Background: an optimization exercise with open tools, aiming at a short achievable clock period and few clock cycles. Do not read the settings as production practice.
The RTL was checked by simulation tests, not by an equivalence proof against the original design.
No activity file was given, so power comes from the tool's default toggle rates.

Setup of rev 12:
==> flow/design.v (excerpt) <==
module mjmux_rx #(
    parameter integer BUFFER_SIZE = 128,
    parameter [6:0]   DEFAULT_ID  = 7'd1,
    parameter integer DEPTH       = 136
) (
    input  wire        clk,
    input  wire        rst,           
    input  wire        rx_valid,
    input  wire [7:0]  rx_data,
    output wire        rx_ready,
    input  wire        rx_close,      
    input  wire        cfg_we,
    input  wire [7:0]  cfg_wdata,
    output wire [6:0]  node_id,
    output wire        out_valid,
    output wire [7:0]  out_data,
    output wire        out_last,
    input  wire        out_ready,
    output wire [15:0] stat_wrong_id,
    output wire [15:0] stat_checksum,
    output wire [15:0] stat_overrun
);
Size: roughly 4800 cells after synthesis, about 67000 um^2 of cells after synthesis.
Settings: LEC_CHECK=0, ABC_CLOCK_PERIOD_IN_PS=3000, CAP_MARGIN=20, CORE_MARGIN=2, CORE_UTILIZATION=80, CTS_CLUSTER_DIAMETER=100, CTS_CLUSTER_SIZE=30, SLEW_MARGIN=20; clock period 10.0 ns.
standard.sh (not shown) runs the stock make flow with config.mk's settings and CLKGATE_MAP_FILE= SYNTH_SCRIPT=/design/flow/synth_recipe.tcl, a recipe that flattens the netlist after the stock synthesis.
==> flow/flow/run.sh <==
#!/bin/bash
set -euo pipefail
bash standard.sh SETUP_SLACK_MARGIN=7.0 "BUFFER_PORTS_ARGS=-buffer_cell sky130_fd_sc_hd__buf_4" finish > standard_flow.log 2>&1
Rev 12 has completed all stages; timing, DRC and antenna checks passed.
Testbench counts of rev 12, summed over its fixed seeds: cycles 70,526.
Edits applied to the flow inputs when going from rev 12 to rev 13:
diff --git a/flow/design.v b/flow/design.v
--- a/flow/design.v
+++ b/flow/design.v
@@ -60,24 +60,25 @@
     reg [6:0]  l0;             
     reg        l7;             
     reg [6:0]  lm, zm;
     reg        lk, zk;
     reg [7:0]  rem;            
     reg        rem1;           
     reg        lo_eq;          
     reg [7:0]  zz_hi;          
     reg [15:0] cnt_wrong_id, cnt_wrong_id_n;
     reg [15:0] cnt_checksum, cnt_checksum_n;
     reg [15:0] cnt_overrun,  cnt_overrun_n;
     reg        rdy_q;
+    reg        rst_q;          
     reg [7:0]  d_q;
     reg        crc_en_q, crc_ld_q;
     reg [15:0] crc_q;
     reg        w_en_q;
     reg [8:0]  w_q;
     reg        cm_q, rb_q;
     reg [8:0]    mem [0:DEPTH-1];
     reg [PW-1:0] wr_ptr, cm_ptr, rd_ptr;
     reg [DEPTH-1:0] rd_oh;
     reg [PW-1:0] spec_n;       
     reg        ov_q;
     reg [8:0]  o_q;
@@ -155,41 +156,45 @@
                 end
                 if (ln[1])
                     l7 <= b[0];
             end
             if (st_pay) begin
                 rem  <= rem - 8'd1;
                 rem1 <= (rem == 8'd2);
             end
         end
     end
     reg inc_ck_q, inc_wid_q, inc_ov_q;
     always @(posedge clk) begin
+        rst_q <= rst;
         if (rst) begin
             cnt_wrong_id   <= 16'd0;
             cnt_checksum   <= 16'd0;
             cnt_overrun    <= 16'd0;
-            cnt_wrong_id_n <= 16'd1;
-            cnt_checksum_n <= 16'd1;
-            cnt_overrun_n  <= 16'd1;
             inc_ck_q       <= 1'b0;
             inc_wid_q      <= 1'b0;
             inc_ov_q       <= 1'b0;
         end else begin
             if (inc_ck)  cnt_checksum <= cnt_checksum_n;
             if (inc_wid) cnt_wrong_id <= cnt_wrong_id_n;
             if (inc_ov)  cnt_overrun  <= cnt_overrun_n;
             inc_ck_q  <= inc_ck;
             inc_wid_q <= inc_wid;
             inc_ov_q  <= inc_ov;
+        end
+        if (rst_q) begin
+            cnt_wrong_id_n <= 16'd1;
+            cnt_checksum_n <= 16'd1;
+            cnt_overrun_n  <= 16'd1;
+        end else begin
             if (inc_ck_q)  cnt_checksum_n <= sat_inc(cnt_checksum_n);
             if (inc_wid_q) cnt_wrong_id_n <= sat_inc(cnt_wrong_id_n);
             if (inc_ov_q)  cnt_overrun_n  <= sat_inc(cnt_overrun_n);
         end
     end
     wire [15:0] crc_d  = crc_ld_q ? CRC_54 : (crc_en_q ? crc_step(crc_q, d_q) : crc_q);
     wire [15:0] crc_zz = crc_step(crc_step(crc_d, 8'h00), 8'h00);
     always @(posedge clk) begin
         if (take) d_q <= b;
         if (rst) begin
             crc_en_q <= 1'b0;
             crc_ld_q <= 1'b0;
@@ -214,28 +219,25 @@
             cm_q   <= accept;
             rb_q   <= (end_frame && !(lo_eq && hi_eq && dst_ok)) || close;
         end
         if (st_len) w_q <= {len_zero, src_q};
         else        w_q <= {rem1, b};
     end
     wire [PW-1:0] wr_ptr_n = rb_q ? cm_ptr : (w_en_q ? ptr_inc(wr_ptr) : wr_ptr);
     reg [DEPTH-1:0] wsel;
     genvar gi;
     generate
         for (gi = 0; gi < DEPTH; gi = gi + 1) begin : g_mem
             always @(posedge clk) begin
-                if (rst)
-                    wsel[gi] <= (gi == 0);
-                else
-                    wsel[gi] <= (wr_ptr_n == gi);
+                wsel[gi] <= (wr_ptr_n == gi);
                 if (w_en_q && wsel[gi])
                     mem[gi] <= w_q;
             end
         end
     endgenerate
     localparam integer BANK_N = 17;
     localparam integer BANKS  = (DEPTH + BANK_N - 1) / BANK_N;
     reg avail_q;
     reg iss_ok;
     reg [PW-1:0] occ_c;        
     wire rd_en = avail_q && iss_ok;
     reg [8:0]       bq   [0:BANKS-1];
@@ -268,44 +270,47 @@
     endfunction
     reg [8:0] land;
     always @(*) begin
         land = 9'd0;
         for (m = 0; m < BANKS; m = m + 1)
             land = land | ({9{bsel[m]}} & bq[m]);
     end
     wire [PW-1:0] rd_ptr_inc = ptr_inc(rd_ptr);
     wire [PW-1:0] cm_ptr_n   = cm_q ? wr_ptr : cm_ptr;
     wire          av0        = (rd_ptr != cm_ptr_n);
     wire          av1        = (rd_ptr_inc != cm_ptr_n);
     always @(posedge clk) begin
+        if (rst_q)
+            rd_oh <= {{(DEPTH-1){1'b0}}, 1'b1};
+        else if (rd_en)
+            rd_oh <= {rd_oh[DEPTH-2:0], rd_oh[DEPTH-1]};
+    end
+    always @(posedge clk) begin
         if (rst) begin
             wr_ptr  <= {PW{1'b0}};
             cm_ptr  <= {PW{1'b0}};
             rd_ptr  <= {PW{1'b0}};
-            rd_oh   <= {{(DEPTH-1){1'b0}}, 1'b1};
             occ_c   <= {PW{1'b0}};
             spec_n  <= {PW{1'b0}};
             avail_q <= 1'b0;
             rdy_q   <= 1'b1;
         end else begin
             wr_ptr <= wr_ptr_n;
             cm_ptr <= cm_ptr_n;
             if (cm_q || rb_q)
                 spec_n <= {PW{1'b0}};
             else if (w_en_q)
                 spec_n <= spec_n + 1'b1;
-            if (rd_en) begin
+            if (rd_en)
                 rd_ptr <= rd_ptr_inc;
-                rd_oh  <= {rd_oh[DEPTH-2:0], rd_oh[DEPTH-1]};
-            end
             avail_q <= rd_en ? av1 : av0;
             occ_c   <= occ_c + (cm_q ? spec_n : {PW{1'b0}}) - rd_en;
             rdy_q   <= ({1'b0, occ_c} + {1'b0, spec_n} + w_en_q + 2'd2 <= DEPTH);
         end
     end
     localparam integer LQ = 2;
     reg [8:0] lq [0:LQ-1];
     reg       lq_rp, lq_wp;
     reg [1:0] lq_n;
     wire pop  = ov_q && out_ready;
     wire load = !ov_q || pop;
     wire lq_take = load && (lq_n != 2'd0);
--- outcome ---
Rev 13 did not stop at any stage, and its layout met the timing, design-rule and antenna checks. Going from rev 12 to rev 13, post-route standard cell area excluding fillers was more or less identical, fraction of power spent switching nets fell 0.46 points, area added between synthesis and finish flat. Status: die area parity (rev 12, rev 13). Final critical-path setup slack was lower in rev 13 than in rev 12. As far as arrival time at the worst endpoint is concerned, rev 13 and rev 12 perform about the same. Clock share of power across rev 12 and rev 13: no real change. The average instance area after synthesis on rev 12 is in line with that on rev 13. | global-route wire length before repair | higher: rev 13 |. Compared rev 13 vs rev 12, and power consumption is up in rev 13.
Testbench counts of rev 13, summed over its fixed seeds: cycles 70,526.

---

== the previous run ==
mjmux_rx with an RTL version that a note above also has.
Size in the first run: about 4800 cells after synthesis, ~1900 flip-flops, ~88 I/O pins.
// mjmux_rx
module mjmux_rx #(
    parameter integer BUFFER_SIZE = 128,
    parameter [6:0]   DEFAULT_ID  = 7'd1,
    parameter integer DEPTH       = 136
) (
    input  wire        clk,
    input  wire        rst,           
    input  wire        rx_valid,
    input  wire [7:0]  rx_data,
    output wire        rx_ready,
    input  wire        rx_close,      
    input  wire        cfg_we,
    input  wire [7:0]  cfg_wdata,
    output wire [6:0]  node_id,
    output wire        out_valid,
    output wire [7:0]  out_data,
    output wire        out_last,
    input  wire        out_ready,
    output wire [15:0] stat_wrong_id,
    output wire [15:0] stat_checksum,
    output wire [15:0] stat_overrun
);
clock: 10.0 ns
lec_check: 0
abc_clock_period_in_ps: 3000
cap_margin: 20
core_margin: 2
core_utilization: 70
cts_cluster_diameter: 100
cts_cluster_size: 30
slew_margin: 20
==> flow/flow/run.sh <==
#!/bin/bash
set -euo pipefail
bash standard.sh SETUP_SLACK_MARGIN=6.8 "BUFFER_PORTS_ARGS=-buffer_cell sky130_fd_sc_hd__buf_4" finish > standard_flow.log 2>&1
Testbench counts of the previous run, summed over its fixed seeds: cycles 70,526.
Inputs modified between the previous run and the current run:
--- a/flow/design.v
+++ b/flow/design.v
@@ -64,17 +64,16 @@
     reg [7:0]  rem;            
     reg        rem1;           
     reg        lo_eq;          
     reg [7:0]  zz_hi;          
     reg [15:0] cnt_wrong_id, cnt_wrong_id_n;
     reg [15:0] cnt_checksum, cnt_checksum_n;
     reg [15:0] cnt_overrun,  cnt_overrun_n;
     reg        rdy_q;
-    reg        rst_q;          
     reg [7:0]  d_q;
     reg        crc_en_q, crc_ld_q;
     reg [15:0] crc_q;
     reg        w_en_q;
     reg [8:0]  w_q;
     reg        cm_q, rb_q;
     reg [8:0]    mem [0:DEPTH-1];
     reg [PW-1:0] wr_ptr, cm_ptr, rd_ptr;
@@ -160,37 +159,33 @@
             if (st_pay) begin
                 rem  <= rem - 8'd1;
                 rem1 <= (rem == 8'd2);
             end
         end
     end
     reg inc_ck_q, inc_wid_q, inc_ov_q;
     always @(posedge clk) begin
-        rst_q <= rst;
         if (rst) begin
             cnt_wrong_id   <= 16'd0;
             cnt_checksum   <= 16'd0;
             cnt_overrun    <= 16'd0;
+            cnt_wrong_id_n <= 16'd1;
+            cnt_checksum_n <= 16'd1;
+            cnt_overrun_n  <= 16'd1;
             inc_ck_q       <= 1'b0;
             inc_wid_q      <= 1'b0;
             inc_ov_q       <= 1'b0;
         end else begin
             if (inc_ck)  cnt_checksum <= cnt_checksum_n;
             if (inc_wid) cnt_wrong_id <= cnt_wrong_id_n;
             if (inc_ov)  cnt_overrun  <= cnt_overrun_n;
             inc_ck_q  <= inc_ck;
             inc_wid_q <= inc_wid;
             inc_ov_q  <= inc_ov;
-        end
-        if (rst_q) begin
-            cnt_wrong_id_n <= 16'd1;
-            cnt_checksum_n <= 16'd1;
-            cnt_overrun_n  <= 16'd1;
-        end else begin
             if (inc_ck_q)  cnt_checksum_n <= sat_inc(cnt_checksum_n);
             if (inc_wid_q) cnt_wrong_id_n <= sat_inc(cnt_wrong_id_n);
             if (inc_ov_q)  cnt_overrun_n  <= sat_inc(cnt_overrun_n);
         end
     end
     wire [15:0] crc_d  = crc_ld_q ? CRC_54 : (crc_en_q ? crc_step(crc_q, d_q) : crc_q);
     wire [15:0] crc_zz = crc_step(crc_step(crc_d, 8'h00), 8'h00);
     always @(posedge clk) begin
@@ -223,17 +218,20 @@
         else        w_q <= {rem1, b};
     end
     wire [PW-1:0] wr_ptr_n = rb_q ? cm_ptr : (w_en_q ? ptr_inc(wr_ptr) : wr_ptr);
     reg [DEPTH-1:0] wsel;
     genvar gi;
     generate
         for (gi = 0; gi < DEPTH; gi = gi + 1) begin : g_mem
             always @(posedge clk) begin
-                wsel[gi] <= (wr_ptr_n == gi);
+                if (rst)
+                    wsel[gi] <= (gi == 0);
+                else
+                    wsel[gi] <= (wr_ptr_n == gi);
                 if (w_en_q && wsel[gi])
                     mem[gi] <= w_q;
             end
         end
     endgenerate
     localparam integer BANK_N = 17;
     localparam integer BANKS  = (DEPTH + BANK_N - 1) / BANK_N;
     reg avail_q;
@@ -274,39 +272,36 @@
         for (m = 0; m < BANKS; m = m + 1)
             land = land | ({9{bsel[m]}} & bq[m]);
     end
     wire [PW-1:0] rd_ptr_inc = ptr_inc(rd_ptr);
     wire [PW-1:0] cm_ptr_n   = cm_q ? wr_ptr : cm_ptr;
     wire          av0        = (rd_ptr != cm_ptr_n);
     wire          av1        = (rd_ptr_inc != cm_ptr_n);
     always @(posedge clk) begin
-        if (rst_q)
-            rd_oh <= {{(DEPTH-1){1'b0}}, 1'b1};
-        else if (rd_en)
-            rd_oh <= {rd_oh[DEPTH-2:0], rd_oh[DEPTH-1]};
-    end
-    always @(posedge clk) begin
         if (rst) begin
             wr_ptr  <= {PW{1'b0}};
             cm_ptr  <= {PW{1'b0}};
             rd_ptr  <= {PW{1'b0}};
+            rd_oh   <= {{(DEPTH-1){1'b0}}, 1'b1};
             occ_c   <= {PW{1'b0}};
             spec_n  <= {PW{1'b0}};
             avail_q <= 1'b0;
             rdy_q   <= 1'b1;
         end else begin
             wr_ptr <= wr_ptr_n;
             cm_ptr <= cm_ptr_n;
             if (cm_q || rb_q)
                 spec_n <= {PW{1'b0}};
             else if (w_en_q)
                 spec_n <= spec_n + 1'b1;
-            if (rd_en)
+            if (rd_en) begin
                 rd_ptr <= rd_ptr_inc;
+                rd_oh  <= {rd_oh[DEPTH-2:0], rd_oh[DEPTH-1]};
+            end
             avail_q <= rd_en ? av1 : av0;
             occ_c   <= occ_c + (cm_q ? spec_n : {PW{1'b0}}) - rd_en;
             rdy_q   <= ({1'b0, occ_c} + {1'b0, spec_n} + w_en_q + 2'd2 <= DEPTH);
         end
     end
     localparam integer LQ = 2;
     reg [8:0] lq [0:LQ-1];
     reg       lq_rp, lq_wp;
--- outcome ---
The worst setup slack number comes out higher for the current run vs the previous run. The previous run → the current run: first-pass detailed-route iteration total decreased 1; utilization after layout went down 0.16 points; sequential share of layout area barely changed; synthesized cell count was more or less identical. Looking at the reports, the current run completed the entire flow and the layout it produced met the timing, design-rule and antenna checks. In terms of die span in x, the current run and the previous run differ only marginally. The current run against the previous run: net count after synthesis comparable; xor/xnor share of the synthesized area now smaller. Of the two values seen for destination of the critical timing path, wsel[107] was produced by the current run and wsel[1] by the previous run.
Testbench counts of the current run, summed over its fixed seeds: cycles 70,526.

## afterwards: timing with drivers on the ports
How much do the figures lean on ideal ports? The routed layouts below were timed once more, with nothing changed but the port constraints. Step 1 assumes that a clkbuf_16 drives the clock port and a buf_2 every other input. Step 2 moves the port delays by t, midway between the first and last clock arrival at a register: inputs arrive t later, outputs are due t later. That takes back most of the time a late clock gives input paths. Slacks: ideal ports / drivers / drivers and shift; pairs: ideal ports / drivers.
run	t, ns	setup WS [ns]	worst setup path after step 2	worst data-port slew with drivers (ns)
rev 12	0.747	6.833 / 6.764 / 6.237	input to register	0.07
rev 13	0.737	6.817 / 6.743 / 6.178	input to register	0.06
the previous run	0.759	6.693 / 6.693 / 6.140	input to register	0.04
the current run	0.743	6.829 / 6.770 / 6.119	input to register	0.05
After both steps every run listed still meets setup and hold. For the current run, which loses most, drivers alone change the setup slack by -0.059 ns; drivers and shift together by -0.710 ns.
